What follows belongs to an exercise in optimizing a design on an open flow for small area, a short achievable clock period and few clock cycles per item; a production flow would make more cautious choices.
Function was checked by simulation only, so behaviour that the tests miss may differ from the original.

## flow/design.v (module list and top-level ports; edited modules follow where they fit)
// module fxled_csc: 745 lines
// module fx_m1: 1371 lines
// module fx_m2: 872 lines
// module fx_m3: 897 lines
module fxled_csc (
    input  wire        clk,
    input  wire        rst,         
    input  wire        in_valid,
    output wire        in_ready,
    input  wire        op,          
    input  wire [31:0] x0,          
    input  wire [31:0] x1,          
    input  wire [31:0] x2,          
    output reg         out_valid,
    output wire [31:0] y0,          
    output wire [31:0] y1,          
    output wire [31:0] y2           
);
  // ...
==> flow/run.sh <==
#!/bin/bash
# synth_recipe.tcl (not shown) runs the flow's synth.tcl, then flattens the netlist and writes it again
# the make line also repeats each setting of config.mk as NAME=value (left out here)
make -C /OpenROAD-flow-scripts/flow DESIGN_CONFIG=/design/flow/config.mk WORK_HOME=/design/flow/orfs CLKGATE_MAP_FILE= SYNTH_SCRIPT=/design/flow/synth_recipe.tcl finish
==> flow/config.mk <==
export PLATFORM = sky130hd
export DESIGN_NAME = fxled_csc
export DESIGN_NICKNAME = fxled_csc
export VERILOG_FILES = /design/flow/design.v
export SDC_FILE = /design/flow/constraint.sdc
export NUM_CORES = 4
export LEC_CHECK = 0
export ABC_AREA = 1
export CAP_MARGIN = 50
export CORE_MARGIN = 2
export CORE_UTILIZATION = 60
export SLEW_MARGIN = 60
==> flow/constraint.sdc <==
create_clock -name core_clock -period 15.0 [get_ports {clk}]
set_input_delay 3.0000 -clock core_clock [delete_from_list [all_inputs] [get_ports {clk}]]
set_output_delay 3.0000 -clock core_clock [all_outputs]
set_load 0.01 [all_outputs]
==> impl_metrics.toml, run 1 <==
[setup_path]
endpoint = "dr_10[10]"
path_cells = "inv_1 > ha_1 > nand2_1 > nor3_1 > inv_1 > nor3_1 > nand4_1 > nand3_1 > buf_4 > nor2_1 > a21oi_1 > ha_1 > nand2_1 > inv_1 > a21oi_1 > o21ai_0 > nand3_1 > o2111ai_1 > a21oi_4 > nand2_2 > nand2_1 > nand2_1"
crit_required_ns = 15.73
cp-startpoint = "dd_9[14]"
crit_type = "reg2reg"

[cells_and_area]
ff_latch_area_mm2 = 0.0448
clkbuf_count = 282
fin_nets = 17680
clkCellAreaFrac_pct = 5.23
mostFrequentLayoutCells = "nand2_1 (2,642), inv_1 (2,342), dfxtp_1 (2,061)"
fillerInstances = 18171

[global_routing]
grt_pass1_vias = 111777
grt_use_met2_pct = 59.4
grtUsageTotal_pct = 36.2

[routing]
met2_length_mm = 189
wl_met3_mm = 38.6
routed_wl_mm = 415
dr.max_layer_used = "met5"
met1_length_mm = 158

[floorplan]
die_w_um = 475
start_util_pct = 60.4

[min_path]
hold_path_startpoint = "hp[13][11]"
holdPathEnd = "hp[14][11]"

[synth]
synth-xor-area-share_pct = 9.53

[timing]
drv_slew = 0

[outcome]
outcome = "finished clean"

[placement]
pre_cts_ws_ns = 9.83
port_buffers = 184

[clock_network]
cts_buffers = 218
htreeDepth = 4
ctsHoldBuffers = 0

[run]
drv_cap = 0
Testbench counts, summed over its fixed seeds: cycles 8,654, items 8,000.
==> run 2: changes to the inputs <==
--- a/flow/design.v
+++ b/flow/design.v
@@ -37,27 +37,27 @@
             eq_rg <= (x0[15:0] == x1[15:0]);
             eq_gb <= (x1[15:0] == x2[15:0]);
             eq_rb <= (x0[15:0] == x2[15:0]);
             a0 <= x0;
             a1 <= x1;
             a2 <= x2;
         end
     end
-    reg [16:1] vld;
-    reg [16:1] opk;
+    reg [15:1] vld;
+    reg [15:1] opk;
     always @(posedge clk) begin
         if (rst) begin
-            vld       <= 16'd0;
+            vld       <= 15'd0;
             out_valid <= 1'b0;
         end else begin
-            vld       <= {vld[15:1], v0 & ~hld};
-            out_valid <= vld[16];
+            vld       <= {vld[14:1], v0 & ~hld};
+            out_valid <= vld[15];
         end
-        opk <= {opk[15:1], op0};
+        opk <= {opk[14:1], op0};
     end
     wire signed [31:0] hh = a0;
     wire signed [31:0] ss = a1;
     wire signed [31:0] vv = a2;
     wire signed [48:0] vt = $signed({vv, 16'd0}) - vv + 49'sd67108864;
     wire        [15:0] vc = vt[48] ? 16'd0 : (|vt[47:43] ? 16'hFFFF : vt[42:27]);
     wire signed [34:0] h6 = $signed({hh, 2'b00}) + $signed({hh, 1'b0});
     wire        [7:0]  hi = h6[34:27];
@@ -421,30 +421,29 @@
             3'd0: begin hr_r = V4;  hr_g = qtc; hr_b = P4;  end
             3'd1: begin hr_r = qtc; hr_g = V4;  hr_b = P4;  end
             3'd2: begin hr_r = P4;  hr_g = V4;  hr_b = qtc; end
             3'd3: begin hr_r = P4;  hr_g = qtc; hr_b = V4;  end
             3'd4: begin hr_r = qtc; hr_g = P4;  hr_b = V4;  end
             default: begin hr_r = V4; hr_g = P4; hr_b = qtc; end
         endcase
     end
-    reg [47:0] hp [5:16];
+    reg [47:0] hp [5:15];
     always @(posedge clk) begin
         hp[5] <= {hr_r, hr_g, hr_b};
         hp[6] <= hp[5];
         hp[7] <= hp[6];
         hp[8] <= hp[7];
         hp[9] <= hp[8];
         hp[10] <= hp[9];
         hp[11] <= hp[10];
         hp[12] <= hp[11];
         hp[13] <= hp[12];
         hp[14] <= hp[13];
         hp[15] <= hp[14];
-        hp[16] <= hp[15];
     end
     wire [15:0] r1  = a0[15:0];
     wire [15:0] g1c = a1[15:0];
     wire [15:0] b1  = a2[15:0];
     wire ge_gr = ~ge_rg | eq_rg;
     wire ge_bg = ~ge_gb | eq_gb;
     wire ge_br = ~ge_rb | eq_rb;
     wire r_mx = ge_rg & ge_rb;
@@ -475,35 +474,31 @@
     always @(*) begin
         case (chi)
             4'd5: rem0 = 3'd5;  4'd6: rem0 = 3'd0;  4'd7: rem0 = 3'd1;
             4'd8: rem0 = 3'd2;  4'd9: rem0 = 3'd3;  4'd10: rem0 = 3'd4;
             4'd11: rem0 = 3'd5; default: rem0 = 3'd0;
         endcase
     end
     wire sone = ~dz & (mn == 16'd0);
-    reg [15:0] xn2, xd2;
-    reg [2:0]  r62;
-    reg        ng2, xv2;
+    reg [15:0] sn2, sd2;
+    reg        so2, sz2, sv2;
     always @(posedge clk) begin
-        xn2 <= mm; xd2 <= dd; r62 <= rem0; ng2 <= hneg;
-        xv2 <= v0 & ~hld & ~op0 & ~rst;
+        sn2 <= sone ? 16'd0 : dd; sd2 <= mx; so2 <= sone; sz2 <= dz;
+        sv2 <= v0 & ~hld & ~op0 & ~rst;
     end
     reg [16:0] dr_0;
     reg [15:0] dd_0;
-    reg [2:0]  d6_0;
-    reg        dx_0, dn_0, fo_0, fz_0;
+    reg [3:0]  fl_0;
+    reg        dx_0;
     always @(posedge clk) begin
-        dr_0 <= xv2 ? {xn2, 1'b0} : {(sone ? 16'd0 : dd), 1'b0};
-        dd_0 <= xv2 ? xd2 : mx;
-        d6_0 <= xv2 ? r62 : rem0;
-        dx_0 <= xv2;
-        dn_0 <= xv2 & ng2;
-        fo_0 <= sone;
-        fz_0 <= dz;
+        dr_0 <= sv2 ? {sn2, 1'b0} : {mm, 1'b0};
+        dd_0 <= sv2 ? sd2 : dd;
+        fl_0 <= sv2 ? {so2, sz2, 2'b00} : {rem0, hneg};
+        dx_0 <= ~sv2;
     end
     function [17:0] drow;       
         input [16:0] r;
         input [15:0] dv;
         input        nb;
         reg   [17:0] t;
         reg   [18:0] df;
         begin
@@ -517,227 +512,214 @@
         input       bt;
         reg   [3:0] t;
         begin
             t  = {rm, bt};
             d6 = (t >= 4'd6) ? {1'b1, t[2:0] - 3'd6} : {1'b0, t[2:0]};
         end
     endfunction
     wire [17:0] y_1_0 = drow(dr_0, dd_0, 1'b0);
-    wire [3:0]  z_1_0 = d6(d6_0, y_1_0[17] ^ dn_0);
+    wire [3:0]  z_1_0 = d6(fl_0[3:1], y_1_0[17] ^ fl_0[0]);
+    wire [17:0] y_1_1 = drow(y_1_0[16:0], dd_0, 1'b0);
+    wire [3:0]  z_1_1 = d6(z_1_0[2:0], y_1_1[17] ^ fl_0[0]);
     reg [16:0] dr_1;
     reg [15:0] dd_1;
-    reg [2:0]  d6_1;
-    reg        dx_1, dn_1, fo_1, fz_1;
-    reg [0:0] dq_1;
-    always @(posedge clk) begin
-        dr_1 <= y_1_0[16:0]; dd_1 <= dd_0; d6_1 <= z_1_0[2:0];
-        dx_1 <= dx_0; dn_1 <= dn_0; fo_1 <= fo_0; fz_1 <= fz_0;
-        dq_1 <= {(dx_0 ? z_1_0[3] : y_1_0[17])};
+    reg [3:0]  fl_1;
+    reg        dx_1;
+    reg [1:0] dq_1;
+    always @(posedge clk) begin
+        dr_1 <= y_1_1[16:0]; dd_1 <= dd_0; dx_1 <= dx_0;
+        fl_1 <= dx_0 ? {z_1_1[2:0], fl_0[0]} : fl_0;
+        dq_1 <= {(dx_0 ? z_1_0[3] : y_1_0[17]), (dx_0 ? z_1_1[3] : y_1_1[17])};
     end
     wire [17:0] y_2_0 = drow(dr_1, dd_1, 1'b0);
-    wire [3:0]  z_2_0 = d6(d6_1, y_2_0[17] ^ dn_1);
+    wire [3:0]  z_2_0 = d6(fl_1[3:1], y_2_0[17] ^ fl_1[0]);
     wire [17:0] y_2_1 = drow(y_2_0[16:0], dd_1, 1'b0);
-    wire [3:0]  z_2_1 = d6(z_2_0[2:0], y_2_1[17] ^ dn_1);
+    wire [3:0]  z_2_1 = d6(z_2_0[2:0], y_2_1[17] ^ fl_1[0]);
     reg [16:0] dr_2;
     reg [15:0] dd_2;
-    reg [2:0]  d6_2;
-    reg        dx_2, dn_2, fo_2, fz_2;
-    reg [2:0] dq_2;
+    reg [3:0]  fl_2;
+    reg        dx_2;
+    reg [3:0] dq_2;
     always @(posedge clk) begin
-        dr_2 <= y_2_1[16:0]; dd_2 <= dd_1; d6_2 <= z_2_1[2:0];
-        dx_2 <= dx_1; dn_2 <= dn_1; fo_2 <= fo_1; fz_2 <= fz_1;
+        dr_2 <= y_2_1[16:0]; dd_2 <= dd_1; dx_2 <= dx_1;
+        fl_2 <= dx_1 ? {z_2_1[2:0], fl_1[0]} : fl_1;
         dq_2 <= {dq_1, (dx_1 ? z_2_0[3] : y_2_0[17]), (dx_1 ? z_2_1[3] : y_2_1[17])};
     end
     wire [17:0] y_3_0 = drow(dr_2, dd_2, 1'b0);
-    wire [3:0]  z_3_0 = d6(d6_2, y_3_0[17] ^ dn_2);
+    wire [3:0]  z_3_0 = d6(fl_2[3:1], y_3_0[17] ^ fl_2[0]);
     wire [17:0] y_3_1 = drow(y_3_0[16:0], dd_2, 1'b0);
-    wire [3:0]  z_3_1 = d6(z_3_0[2:0], y_3_1[17] ^ dn_2);
+    wire [3:0]  z_3_1 = d6(z_3_0[2:0], y_3_1[17] ^ fl_2[0]);
     reg [16:0] dr_3;
     reg [15:0] dd_3;
-    reg [2:0]  d6_3;
-    reg        dx_3, dn_3, fo_3, fz_3;
-    reg [4:0] dq_3;
+    reg [3:0]  fl_3;
+    reg        dx_3;
+    reg [5:0] dq_3;
     always @(posedge clk) begin
-        dr_3 <= y_3_1[16:0]; dd_3 <= dd_2; d6_3 <= z_3_1[2:0];
-        dx_3 <= dx_2; dn_3 <= dn_2; fo_3 <= fo_2; fz_3 <= fz_2;
+        dr_3 <= y_3_1[16:0]; dd_3 <= dd_2; dx_3 <= dx_2;
+        fl_3 <= dx_2 ? {z_3_1[2:0], fl_2[0]} : fl_2;
         dq_3 <= {dq_2, (dx_2 ? z_3_0[3] : y_3_0[17]), (dx_2 ? z_3_1[3] : y_3_1[17])};
     end
     wire [17:0] y_4_0 = drow(dr_3, dd_3, 1'b0);
-    wire [3:0]  z_4_0 = d6(d6_3, y_4_0[17] ^ dn_3);
+    wire [3:0]  z_4_0 = d6(fl_3[3:1], y_4_0[17] ^ fl_3[0]);
     wire [17:0] y_4_1 = drow(y_4_0[16:0], dd_3, 1'b0);
-    wire [3:0]  z_4_1 = d6(z_4_0[2:0], y_4_1[17] ^ dn_3);
+    wire [3:0]  z_4_1 = d6(z_4_0[2:0], y_4_1[17] ^ fl_3[0]);
     reg [16:0] dr_4;
     reg [15:0] dd_4;
-    reg [2:0]  d6_4;
-    reg        dx_4, dn_4, fo_4, fz_4;
-    reg [6:0] dq_4;
+    reg [3:0]  fl_4;
+    reg        dx_4;
+    reg [7:0] dq_4;
     always @(posedge clk) begin
-        dr_4 <= y_4_1[16:0]; dd_4 <= dd_3; d6_4 <= z_4_1[2:0];
-        dx_4 <= dx_3; dn_4 <= dn_3; fo_4 <= fo_3; fz_4 <= fz_3;
+        dr_4 <= y_4_1[16:0]; dd_4 <= dd_3; dx_4 <= dx_3;
+        fl_4 <= dx_3 ? {z_4_1[2:0], fl_3[0]} : fl_3;
         dq_4 <= {dq_3, (dx_3 ? z_4_0[3] : y_4_0[17]), (dx_3 ? z_4_1[3] : y_4_1[17])};
     end
     wire [17:0] y_5_0 = drow(dr_4, dd_4, 1'b0);
-    wire [3:0]  z_5_0 = d6(d6_4, y_5_0[17] ^ dn_4);
+    wire [3:0]  z_5_0 = d6(fl_4[3:1], y_5_0[17] ^ fl_4[0]);
     wire [17:0] y_5_1 = drow(y_5_0[16:0], dd_4, 1'b0);
-    wire [3:0]  z_5_1 = d6(z_5_0[2:0], y_5_1[17] ^ dn_4);
+    wire [3:0]  z_5_1 = d6(z_5_0[2:0], y_5_1[17] ^ fl_4[0]);
     reg [16:0] dr_5;
     reg [15:0] dd_5;
-    reg [2:0]  d6_5;
-    reg        dx_5, dn_5, fo_5, fz_5;
-    reg [8:0] dq_5;
+    reg [3:0]  fl_5;
+    reg        dx_5;
+    reg [9:0] dq_5;
     always @(posedge clk) begin
-        dr_5 <= y_5_1[16:0]; dd_5 <= dd_4; d6_5 <= z_5_1[2:0];
-        dx_5 <= dx_4; dn_5 <= dn_4; fo_5 <= fo_4; fz_5 <= fz_4;
+        dr_5 <= y_5_1[16:0]; dd_5 <= dd_4; dx_5 <= dx_4;
+        fl_5 <= dx_4 ? {z_5_1[2:0], fl_4[0]} : fl_4;
         dq_5 <= {dq_4, (dx_4 ? z_5_0[3] : y_5_0[17]), (dx_4 ? z_5_1[3] : y_5_1[17])};
     end
     wire [17:0] y_6_0 = drow(dr_5, dd_5, 1'b0);
-    wire [3:0]  z_6_0 = d6(d6_5, y_6_0[17] ^ dn_5);
-    wire [17:0] y_6_1 = drow(y_6_0[16:0], dd_5, 1'b0);
-    wire [3:0]  z_6_1 = d6(z_6_0[2:0], y_6_1[17] ^ dn_5);
+    wire [3:0]  z_6_0 = d6(fl_5[3:1], y_6_0[17] ^ fl_5[0]);
+    wire [17:0] y_6_1 = drow(y_6_0[16:0], dd_5, dd_5[15]);
+    wire [3:0]  z_6_1 = d6(z_6_0[2:0], y_6_1[17] ^ fl_5[0]);
     reg [16:0] dr_6;
     reg [15:0] dd_6;
-    reg [2:0]  d6_6;
-    reg        dx_6, dn_6, fo_6, fz_6;
-    reg [10:0] dq_6;
+    reg [3:0]  fl_6;
+    reg        dx_6;
+    reg [11:0] dq_6;
     always @(posedge clk) begin
-        dr_6 <= y_6_1[16:0]; dd_6 <= dd_5; d6_6 <= z_6_1[2:0];
-        dx_6 <= dx_5; dn_6 <= dn_5; fo_6 <= fo_5; fz_6 <= fz_5;
+        dr_6 <= y_6_1[16:0]; dd_6 <= dd_5; dx_6 <= dx_5;
+        fl_6 <= dx_5 ? {z_6_1[2:0], fl_5[0]} : fl_5;
         dq_6 <= {dq_5, (dx_5 ? z_6_0[3] : y_6_0[17]), (dx_5 ? z_6_1[3] : y_6_1[17])};
     end
-    wire [17:0] y_7_0 = drow(dr_6, dd_6, dd_6[15]);
-    wire [3:0]  z_7_0 = d6(d6_6, y_7_0[17] ^ dn_6);
-    wire [17:0] y_7_1 = drow(y_7_0[16:0], dd_6, dd_6[14]);
-    wire [3:0]  z_7_1 = d6(z_7_0[2:0], y_7_1[17] ^ dn_6);
+    wire [17:0] y_7_0 = drow(dr_6, dd_6, dd_6[14]);
+    wire [3:0]  z_7_0 = d6(fl_6[3:1], y_7_0[17] ^ fl_6[0]);
+    wire [17:0] y_7_1 = drow(y_7_0[16:0], dd_6, dd_6[13]);
+    wire [3:0]  z_7_1 = d6(z_7_0[2:0], y_7_1[17] ^ fl_6[0]);
     reg [16:0] dr_7;
     reg [15:0] dd_7;
-    reg [2:0]  d6_7;
-    reg        dx_7, dn_7, fo_7, fz_7;
-    reg [12:0] dq_7;
+    reg [3:0]  fl_7;
+    reg        dx_7;
+    reg [13:0] dq_7;
     always @(posedge clk) begin
-        dr_7 <= y_7_1[16:0]; dd_7 <= dd_6; d6_7 <= z_7_1[2:0];
-        dx_7 <= dx_6; dn_7 <= dn_6; fo_7 <= fo_6; fz_7 <= fz_6;
+        dr_7 <= y_7_1[16:0]; dd_7 <= dd_6; dx_7 <= dx_6;
+        fl_7 <= dx_6 ? {z_7_1[2:0], fl_6[0]} : fl_6;
         dq_7 <= {dq_6, (dx_6 ? z_7_0[3] : y_7_0[17]), (dx_6 ? z_7_1[3] : y_7_1[17])};
     end
-    wire [17:0] y_8_0 = drow(dr_7, dd_7, dd_7[13]);
-    wire [3:0]  z_8_0 = d6(d6_7, y_8_0[17] ^ dn_7);
-    wire [17:0] y_8_1 = drow(y_8_0[16:0], dd_7, dd_7[12]);
-    wire [3:0]  z_8_1 = d6(z_8_0[2:0], y_8_1[17] ^ dn_7);
+    wire [17:0] y_8_0 = drow(dr_7, dd_7, dd_7[12]);
+    wire [3:0]  z_8_0 = d6(fl_7[3:1], y_8_0[17] ^ fl_7[0]);
+    wire [17:0] y_8_1 = drow(y_8_0[16:0], dd_7, dd_7[11]);
+    wire [3:0]  z_8_1 = d6(z_8_0[2:0], y_8_1[17] ^ fl_7[0]);
     reg [16:0] dr_8;
     reg [15:0] dd_8;
-    reg [2:0]  d6_8;
-    reg        dx_8, dn_8, fo_8, fz_8;
-    reg [14:0] dq_8;
+    reg [3:0]  fl_8;
+    reg        dx_8;
+    reg [15:0] dq_8;
     always @(posedge clk) begin
-        dr_8 <= y_8_1[16:0]; dd_8 <= dd_7; d6_8 <= z_8_1[2:0];
-        dx_8 <= dx_7; dn_8 <= dn_7; fo_8 <= fo_7; fz_8 <= fz_7;
+        dr_8 <= y_8_1[16:0]; dd_8 <= dd_7; dx_8 <= dx_7;
+        fl_8 <= dx_7 ? {z_8_1[2:0], fl_7[0]} : fl_7;
         dq_8 <= {dq_7, (dx_7 ? z_8_0[3] : y_8_0[17]), (dx_7 ? z_8_1[3] : y_8_1[17])};
     end
-    wire [17:0] y_9_0 = drow(dr_8, dd_8, dd_8[11]);
-    wire [3:0]  z_9_0 = d6(d6_8, y_9_0[17] ^ dn_8);
-    wire [17:0] y_9_1 = drow(y_9_0[16:0], dd_8, dd_8[10]);
-    wire [3:0]  z_9_1 = d6(z_9_0[2:0], y_9_1[17] ^ dn_8);
+    wire [17:0] y_9_0 = drow(dr_8, dd_8, dd_8[10]);
+    wire [3:0]  z_9_0 = d6(fl_8[3:1], y_9_0[17] ^ fl_8[0]);
+    wire [17:0] y_9_1 = drow(y_9_0[16:0], dd_8, dd_8[9]);
+    wire [3:0]  z_9_1 = d6(z_9_0[2:0], y_9_1[17] ^ fl_8[0]);
     reg [16:0] dr_9;
     reg [15:0] dd_9;
-    reg [2:0]  d6_9;
-    reg        dx_9, dn_9, fo_9, fz_9;
-    reg [16:0] dq_9;
+    reg [3:0]  fl_9;
+    reg        dx_9;
+    reg [17:0] dq_9;
     always @(posedge clk) begin
-        dr_9 <= y_9_1[16:0]; dd_9 <= dd_8; d6_9 <= z_9_1[2:0];
-        dx_9 <= dx_8; dn_9 <= dn_8; fo_9 <= fo_8; fz_9 <= fz_8;
+        dr_9 <= y_9_1[16:0]; dd_9 <= dd_8; dx_9 <= dx_8;
+        fl_9 <= dx_8 ? {z_9_1[2:0], fl_8[0]} : fl_8;
         dq_9 <= {dq_8, (dx_8 ? z_9_0[3] : y_9_0[17]), (dx_8 ? z_9_1[3] : y_9_1[17])};
     end
-    wire [17:0] y_10_0 = drow(dr_9, dd_9, dd_9[9]);
-    wire [3:0]  z_10_0 = d6(d6_9, y_10_0[17] ^ dn_9);
-    wire [17:0] y_10_1 = drow(y_10_0[16:0], dd_9, dd_9[8]);
-    wire [3:0]  z_10_1 = d6(z_10_0[2:0], y_10_1[17] ^ dn_9);
+    wire [17:0] y_10_0 = drow(dr_9, dd_9, dd_9[8]);
+    wire [3:0]  z_10_0 = d6(fl_9[3:1], y_10_0[17] ^ fl_9[0]);
+    wire [17:0] y_10_1 = drow(y_10_0[16:0], dd_9, dd_9[7]);
+    wire [3:0]  z_10_1 = d6(z_10_0[2:0], y_10_1[17] ^ fl_9[0]);
     reg [16:0] dr_10;
     reg [15:0] dd_10;
-    reg [2:0]  d6_10;
-    reg        dx_10, dn_10, fo_10, fz_10;
-    reg [18:0] dq_10;
+    reg [3:0]  fl_10;
+    reg        dx_10;
+    reg [19:0] dq_10;
     always @(posedge clk) begin
-        dr_10 <= y_10_1[16:0]; dd_10 <= dd_9; d6_10 <= z_10_1[2:0];
-        dx_10 <= dx_9; dn_10 <= dn_9; fo_10 <= fo_9; fz_10 <= fz_9;
+        dr_10 <= y_10_1[16:0]; dd_10 <= dd_9; dx_10 <= dx_9;
+        fl_10 <= dx_9 ? {z_10_1[2:0], fl_9[0]} : fl_9;
         dq_10 <= {dq_9, (dx_9 ? z_10_0[3] : y_10_0[17]), (dx_9 ? z_10_1[3] : y_10_1[17])};
     end
-    wire [17:0] y_11_0 = drow(dr_10, dd_10, dd_10[7]);
-    wire [3:0]  z_11_0 = d6(d6_10, y_11_0[17] ^ dn_10);
-    wire [17:0] y_11_1 = drow(y_11_0[16:0], dd_10, dd_10[6]);
-    wire [3:0]  z_11_1 = d6(z_11_0[2:0], y_11_1[17] ^ dn_10);
+    wire [17:0] y_11_0 = drow(dr_10, dd_10, dd_10[6]);
+    wire [3:0]  z_11_0 = d6(fl_10[3:1], y_11_0[17] ^ fl_10[0]);
+    wire [17:0] y_11_1 = drow(y_11_0[16:0], dd_10, dd_10[5]);
+    wire [3:0]  z_11_1 = d6(z_11_0[2:0], y_11_1[17] ^ fl_10[0]);
     reg [16:0] dr_11;
     reg [15:0] dd_11;
-    reg [2:0]  d6_11;
-    reg        dx_11, dn_11, fo_11, fz_11;
-    reg [20:0] dq_11;
+    reg [3:0]  fl_11;
+    reg        dx_11;
+    reg [21:0] dq_11;
     always @(posedge clk) begin
-        dr_11 <= y_11_1[16:0]; dd_11 <= dd_10; d6_11 <= z_11_1[2:0];
-        dx_11 <= dx_10; dn_11 <= dn_10; fo_11 <= fo_10; fz_11 <= fz_10;
+        dr_11 <= y_11_1[16:0]; dd_11 <= dd_10; dx_11 <= dx_10;
+        fl_11 <= dx_10 ? {z_11_1[2:0], fl_10[0]} : fl_10;
         dq_11 <= {dq_10, (dx_10 ? z_11_0[3] : y_11_0[17]), (dx_10 ? z_11_1[3] : y_11_1[17])};
     end
-    wire [17:0] y_12_0 = drow(dr_11, dd_11, dd_11[5]);
-    wire [3:0]  z_12_0 = d6(d6_11, y_12_0[17] ^ dn_11);
-    wire [17:0] y_12_1 = drow(y_12_0[16:0], dd_11, dd_11[4]);
-    wire [3:0]  z_12_1 = d6(z_12_0[2:0], y_12_1[17] ^ dn_11);
+    wire [17:0] y_12_0 = drow(dr_11, dd_11, dd_11[4]);
+    wire [3:0]  z_12_0 = d6(fl_11[3:1], y_12_0[17] ^ fl_11[0]);
+    wire [17:0] y_12_1 = drow(y_12_0[16:0], dd_11, dd_11[3]);
+    wire [3:0]  z_12_1 = d6(z_12_0[2:0], y_12_1[17] ^ fl_11[0]);
     reg [16:0] dr_12;
     reg [15:0] dd_12;
-    reg [2:0]  d6_12;
-    reg        dx_12, dn_12, fo_12, fz_12;
-    reg [22:0] dq_12;
+    reg [3:0]  fl_12;
+    reg        dx_12;
+    reg [23:0] dq_12;
     always @(posedge clk) begin
-        dr_12 <= y_12_1[16:0]; dd_12 <= dd_11; d6_12 <= z_12_1[2:0];
-        dx_12 <= dx_11; dn_12 <= dn_11; fo_12 <= fo_11; fz_12 <= fz_11;
+        dr_12 <= y_12_1[16:0]; dd_12 <= dd_11; dx_12 <= dx_11;
+        fl_12 <= dx_11 ? {z_12_1[2:0], fl_11[0]} : fl_11;
         dq_12 <= {dq_11, (dx_11 ? z_12_0[3] : y_12_0[17]), (dx_11 ? z_12_1[3] : y_12_1[17])};
     end
-    wire [17:0] y_13_0 = drow(dr_12, dd_12, dd_12[3]);
-    wire [3:0]  z_13_0 = d6(d6_12, y_13_0[17] ^ dn_12);
-    wire [17:0] y_13_1 = drow(y_13_0[16:0], dd_12, dd_12[2]);
-    wire [3:0]  z_13_1 = d6(z_13_0[2:0], y_13_1[17] ^ dn_12);
+    wire [17:0] y_13_0 = drow(dr_12, dd_12, dd_12[2]);
+    wire [3:0]  z_13_0 = d6(fl_12[3:1], y_13_0[17] ^ fl_12[0]);
+    wire [17:0] y_13_1 = drow(y_13_0[16:0], dd_12, dd_12[1]);
+    wire [3:0]  z_13_1 = d6(z_13_0[2:0], y_13_1[17] ^ fl_12[0]);
     reg [16:0] dr_13;
     reg [15:0] dd_13;
-    reg [2:0]  d6_13;
-    reg        dx_13, dn_13, fo_13, fz_13;
-    reg [24:0] dq_13;
+    reg [3:0]  fl_13;
+    reg        dx_13;
+    reg [25:0] dq_13;
     always @(posedge clk) begin
-        dr_13 <= y_13_1[16:0]; dd_13 <= dd_12; d6_13 <= z_13_1[2:0];
-        dx_13 <= dx_12; dn_13 <= dn_12; fo_13 <= fo_12; fz_13 <= fz_12;
+        dr_13 <= y_13_1[16:0]; dd_13 <= dd_12; dx_13 <= dx_12;
+        fl_13 <= dx_12 ? {z_13_1[2:0], fl_12[0]} : fl_12;
         dq_13 <= {dq_12, (dx_12 ? z_13_0[3] : y_13_0[17]), (dx_12 ? z_13_1[3] : y_13_1[17])};
     end
-    wire [17:0] y_14_0 = drow(dr_13, dd_13, dd_13[1]);
-    wire [3:0]  z_14_0 = d6(d6_13, y_14_0[17] ^ dn_13);
-    wire [17:0] y_14_1 = drow(y_14_0[16:0], dd_13, dd_13[0]);
-    wire [3:0]  z_14_1 = d6(z_14_0[2:0], y_14_1[17] ^ dn_13);
-    reg [16:0] dr_14;
-    reg [15:0] dd_14;
-    reg [2:0]  d6_14;
-    reg        dx_14, dn_14, fo_14, fz_14;
-    reg [26:0] dq_14;
-    always @(posedge clk) begin
-        dr_14 <= y_14_1[16:0]; dd_14 <= dd_13; d6_14 <= z_14_1[2:0];
-        dx_14 <= dx_13; dn_14 <= dn_13; fo_14 <= fo_13; fz_14 <= fz_13;
-        dq_14 <= {dq_13, (dx_13 ? z_14_0[3] : y_14_0[17]), (dx_13 ? z_14_1[3] : y_14_1[17])};
-    end
-    reg [26:0] sq;
-    reg [15:0] smx;
-    reg        sso, sdz;
-    always @(posedge clk) begin
-        sq <= dq_14; smx <= dd_14; sso <= fo_14; sdz <= fz_14;
-    end
-    wire        hinc = ({1'b0, d6_14} + (dn_14 ? 4'd4 : 4'd3)) >= 4'd6;
-    wire [26:0] hh_f = dq_14 + {26'd0, hinc};
-    wire [27:0] ss_f = sso ? 28'd134217728 : {1'b0, sq};
-    wire [27:0] vv_f = {1'b0, smx, 11'd0} + {17'd0, ({1'b0, smx} + 17'd16) >> 5};
-    wire [27:0] rh = sdz ? 28'd0 : {1'b0, hh_f};
+    wire [17:0] yl = drow(dr_13, dd_13, dd_13[0]);
+    wire [3:0]  zl = d6(fl_13[3:1], yl[17] ^ fl_13[0]);
+    wire        hinc = ({1'b0, zl[2:0]} + (fl_13[0] ? 4'd4 : 4'd3)) >= 4'd6;
+    reg  [26:0] hq;
+    always @(posedge clk) hq <= {dq_13, zl[3]} + {26'd0, hinc};
+    wire        sso = fl_13[3];
+    wire        sdz = fl_13[2];
+    wire [27:0] ss_f = sso ? 28'd134217728 : {1'b0, dq_13, yl[17]};
+    wire [27:0] vv_f = {1'b0, dd_13, 11'd0} + {17'd0, ({1'b0, dd_13} + 17'd16) >> 5};
+    wire [27:0] rh = sdz ? 28'd0 : {1'b0, hq};
     wire [27:0] rs = sdz ? 28'd0 : ss_f;
     reg [27:0] o0, o1, o2;
     always @(posedge clk) begin
-        if (opk[16]) begin
-            o0 <= {12'd0, hp[16][47:32]};
-            o1 <= {12'd0, hp[16][31:16]};
-            o2 <= {12'd0, hp[16][15:0]};
+        if (opk[15]) begin
+            o0 <= {12'd0, hp[15][47:32]};
+            o1 <= {12'd0, hp[15][31:16]};
+            o2 <= {12'd0, hp[15][15:0]};
         end else begin
             o0 <= rh;
             o1 <= rs;
             o2 <= vv_f;
         end
     end
     assign y0 = {4'd0, o0};
     assign y1 = {4'd0, o1};
==> impl_metrics.toml, run 2 <==
[outcome]
outcome = "finished clean"

[clock_network]
post_cts_buffers = 0
cts_num_sinks = 2052
clkTransAtPathRegs_ns = 0.06
cts_root_buf = "clkbuf_16"
cts_buffers = 203
cts-resized-gates = 0
clock_latency_ns = 0.92
cts_tree = "yes"
ctsHoldBuffers = 0
htreeDepth = 4
clockBufferDepth = 3

[synth]
synthTopCellsByCount = "inv_1 (2,465), nand2_1 (2,381), dfxtp_1 (1,949), xor2_1 (1,250), o22ai_1 (948)"
synth_area_leader_cell = "dfxtp_1"
post-synth-top-count-cell = "inv_1"
syn-cell-area_mm2 = 0.131
synth.top_cell.area_share_pct = 29.9
synth_ff_type = "dfxtp_1"
async_flop_share_pct = 0
yosysUniqueCellTypes = 74
synthTopCellsByArea = "dfxtp_1 (30%), fa_1 (13%), ha_1 (8.6%)"
yosysWarnings = 2
synthCells = 15716
synth_seq_cells = 2052
synth_edf_count = 103
synth_area_per_cell_um2 = 8.32
ys_seq_area_share_pct = 32.2

[min_path]
holdPathStages = 0
hp-class = "reg2reg"
hold_path_startpoint = "sx3[2]"
holdPathEnd = "sx4[2]"

[setup_path]
cp_num_buf_inv = 3
cp_data_arrival_time_ns = 6.25
rr_endpoint = "dr_3[16]"
crit_type = "reg2reg"
reg2reg_depth = 23
slowest_stage = "clkinv_1"
timing.rr.start = "dd_2[3]"
startpoint_type = "flip-flop"
crit_top_cell = "nand2_1"
path_cells = "inv_1 > ha_1 > nand2_1 > o21ai_1 > nor2_1 > o21ai_2 > nand2_1 > nand2_1 > nand2_1 > nand2_1 > clkinv_1 > o21ai_0 > ha_1 > a21oi_1 > nand2_1 > a21oi_1 > o21ai_0 > nand3_1 > a21boi_0 > nor2_1 > nand2_1 > inv_2 > o21ai_0"
rrSetupSlack_ns = 9.45
crit_path_end_kind = "flip-flop"
crit_required_ns = 15.70
cpPeakStageDelay_ns = 0.53
crit_family = "compound AO/OA/AOI/OAI gates"
cp_max_fo = 21

[placement]
port_buffers = 184
gp_congestion = 0.997
dp_hpwl_mm = 307

[timing]
max_slew_margin_pct = 55.0
setup_viol = 0
fin_crit_ns = 5.55
drv_slew = 0
final_hold_viol_count = 0
fmax_mhz = 180
worstMarginPinSlew_ns = 0.674
fin_skew_ns = 0.130
setup_tns_ns = 0
fin_crit_sh_pct = 37.0
rsz0062_at_grt = "no"

[cells_and_area]
largest_register = "hp"
mostFrequentLayoutCells = "inv_1 (2,388), nand2_1 (2,375), dfxtp_1 (1,922)"
reg_top3 = "hp (528), ws2 (60), wc2 (58)"
largest_reg_flops = 528
fin_nets = 17493
layout_commonest_cell = "inv_1"
area_delta_synth_final_pct = 9.09
post_route_cells_drive_above_1_share_pct = 5.08

[routing]
vias = 110602
dr.pass1.iters = 10
routed_wl_mm = 407
viasPerCell = 5.91
drc = 0
drt_iter0_markers = 12134
wl_per_cell_um = 21.7
ant_nets = 0

[floorplan]
ios = 198
start_util_pct = 60.3
fp-row-count = 171
die_w_um = 471
core_area_mm2 = 0.217
die-area_mm2 = 0.222
fp.dieH_um = 471

[global_routing]
grt_pass1_wl_mm = 628
overflow = 0
antenna_found_initial = 17
grt_pass1_vias = 111525
grtUsageTotal_pct = 36.0
grt_max_degree = 68

[run]
drv_cap = 0
## run 2: cell families after synthesis
| group | synth area share, % |
|---|---|
| flip-flops | 32.2 |
| AND/OR/NAND/NOR | 13.6 |
| XOR/XNOR | 9.84 |
| adder cells (fa/ha/maj) | 21.5 |
| AO/OA/AOI/OAI | 13.6 |
| other | 0.00287 |
| buffers and inverters | 9.19 |
| multiplexers | 0.112 |
## run 2: how the worst max path moves through the flow
stage	from	to	slack (ns)	cells past startpoint
after CTS	dd_13[4]	hq[26]	9.68	24
after detailed placement	dd_2[12]	dr_3[16]	9.76	21
final	dd_2[3]	dr_3[16]	9.45	23
after global placement	sbn1[0]	wc2[30]	9.55	11
after floorplan	sbn1[1]	wc2[28]	10.49	13
after global routing	dd_2[3]	dr_3[3]	8.86	24
## run 2: through the flow
| stage | hold slack, ns | utilization (%) | area [µm²] | setup slack [ns] | cells |
|---|---|---|---|---|---|
| finish | 0.262 | 65.8 | 143000 | 9.45 | 18714 |
| global route | 0.252 | 65.8 | 143000 | 8.86 | 18713 |
| CTS | 0.259 | 65.6 | 142000 | 9.68 | 18675 |
| detailed placement | 0.312 | 62.3 | 135000 | 9.76 | 18301 |
| global placement | 0.310 | 62.1 | 135000 | 9.55 | 18283 |
| floorplan | 0.310 | - | 131000 | 10.49 | 15729 |
## run 2: metal layers
| metal | up-vias | wire length, µm | GRT usage [%] |
|---|---|---|---|
| li1 | 50878 | - | - |
| met1 | 52210 | 161000 | 45.6 |
| met2 | 5980 | 183000 | 58.5 |
| met3 | 1530 | 37300 | 7.18 |
| met4 | 4 | 24500 | 18.1 |
| met5 | - | 32 | 0 |
## run 2: cell type report
cell class                      count  area, µm²
Clock buffer                      261       5590
Antenna cell                       33       82.6
Multi-Input combinational cell  10547      77000
Inverter                         2531       9590
Clock inverter                    113       1560
Sequential cell                  2052      42200
Timing Repair Buffer              323       3060
Fill cell                       17825      74200
Tap cell                         2854       3570
Testbench counts of run 2, summed over its fixed seeds: cycles 8,646, items 8,000.

-- separate check: timing with driven ports --
Ports are ideal in the flow. The routed layouts listed here were re-timed in OpenROAD. Step 1 (the two cells are an assumption about what drives the block):
set clk [get_ports {clk}]
set_driving_cell -lib_cell sky130_fd_sc_hd__clkbuf_16 $clk
set_driving_cell -lib_cell sky130_fd_sc_hd__buf_2 [delete_from_list [all_inputs] $clk]
Step 2, shift: input delay + t, output delay - t, t = (earliest + latest rising clock arrival at the registers) / 2. This alone moves slack from input paths to output paths. a / b / c = no drivers / after step 1 / after step 2; a / b = the first two.
| run | t (ns) | slack for setup (ns) | latest minus earliest clock arrival (ns) | worst data-port slew with drivers (ns) | cell pins on the clock port's net |
|---|---|---|---|---|---|
| run 1 | 0.999 | 9.709 / 9.709 / 9.709 | 0.144 / 0.144 | 0.08 | 1 |
| run 2 | 0.958 | 9.452 / 9.452 / 9.452 | 0.142 / 0.141 | 0.10 | 1 |
After both steps every run listed still meets setup and hold.
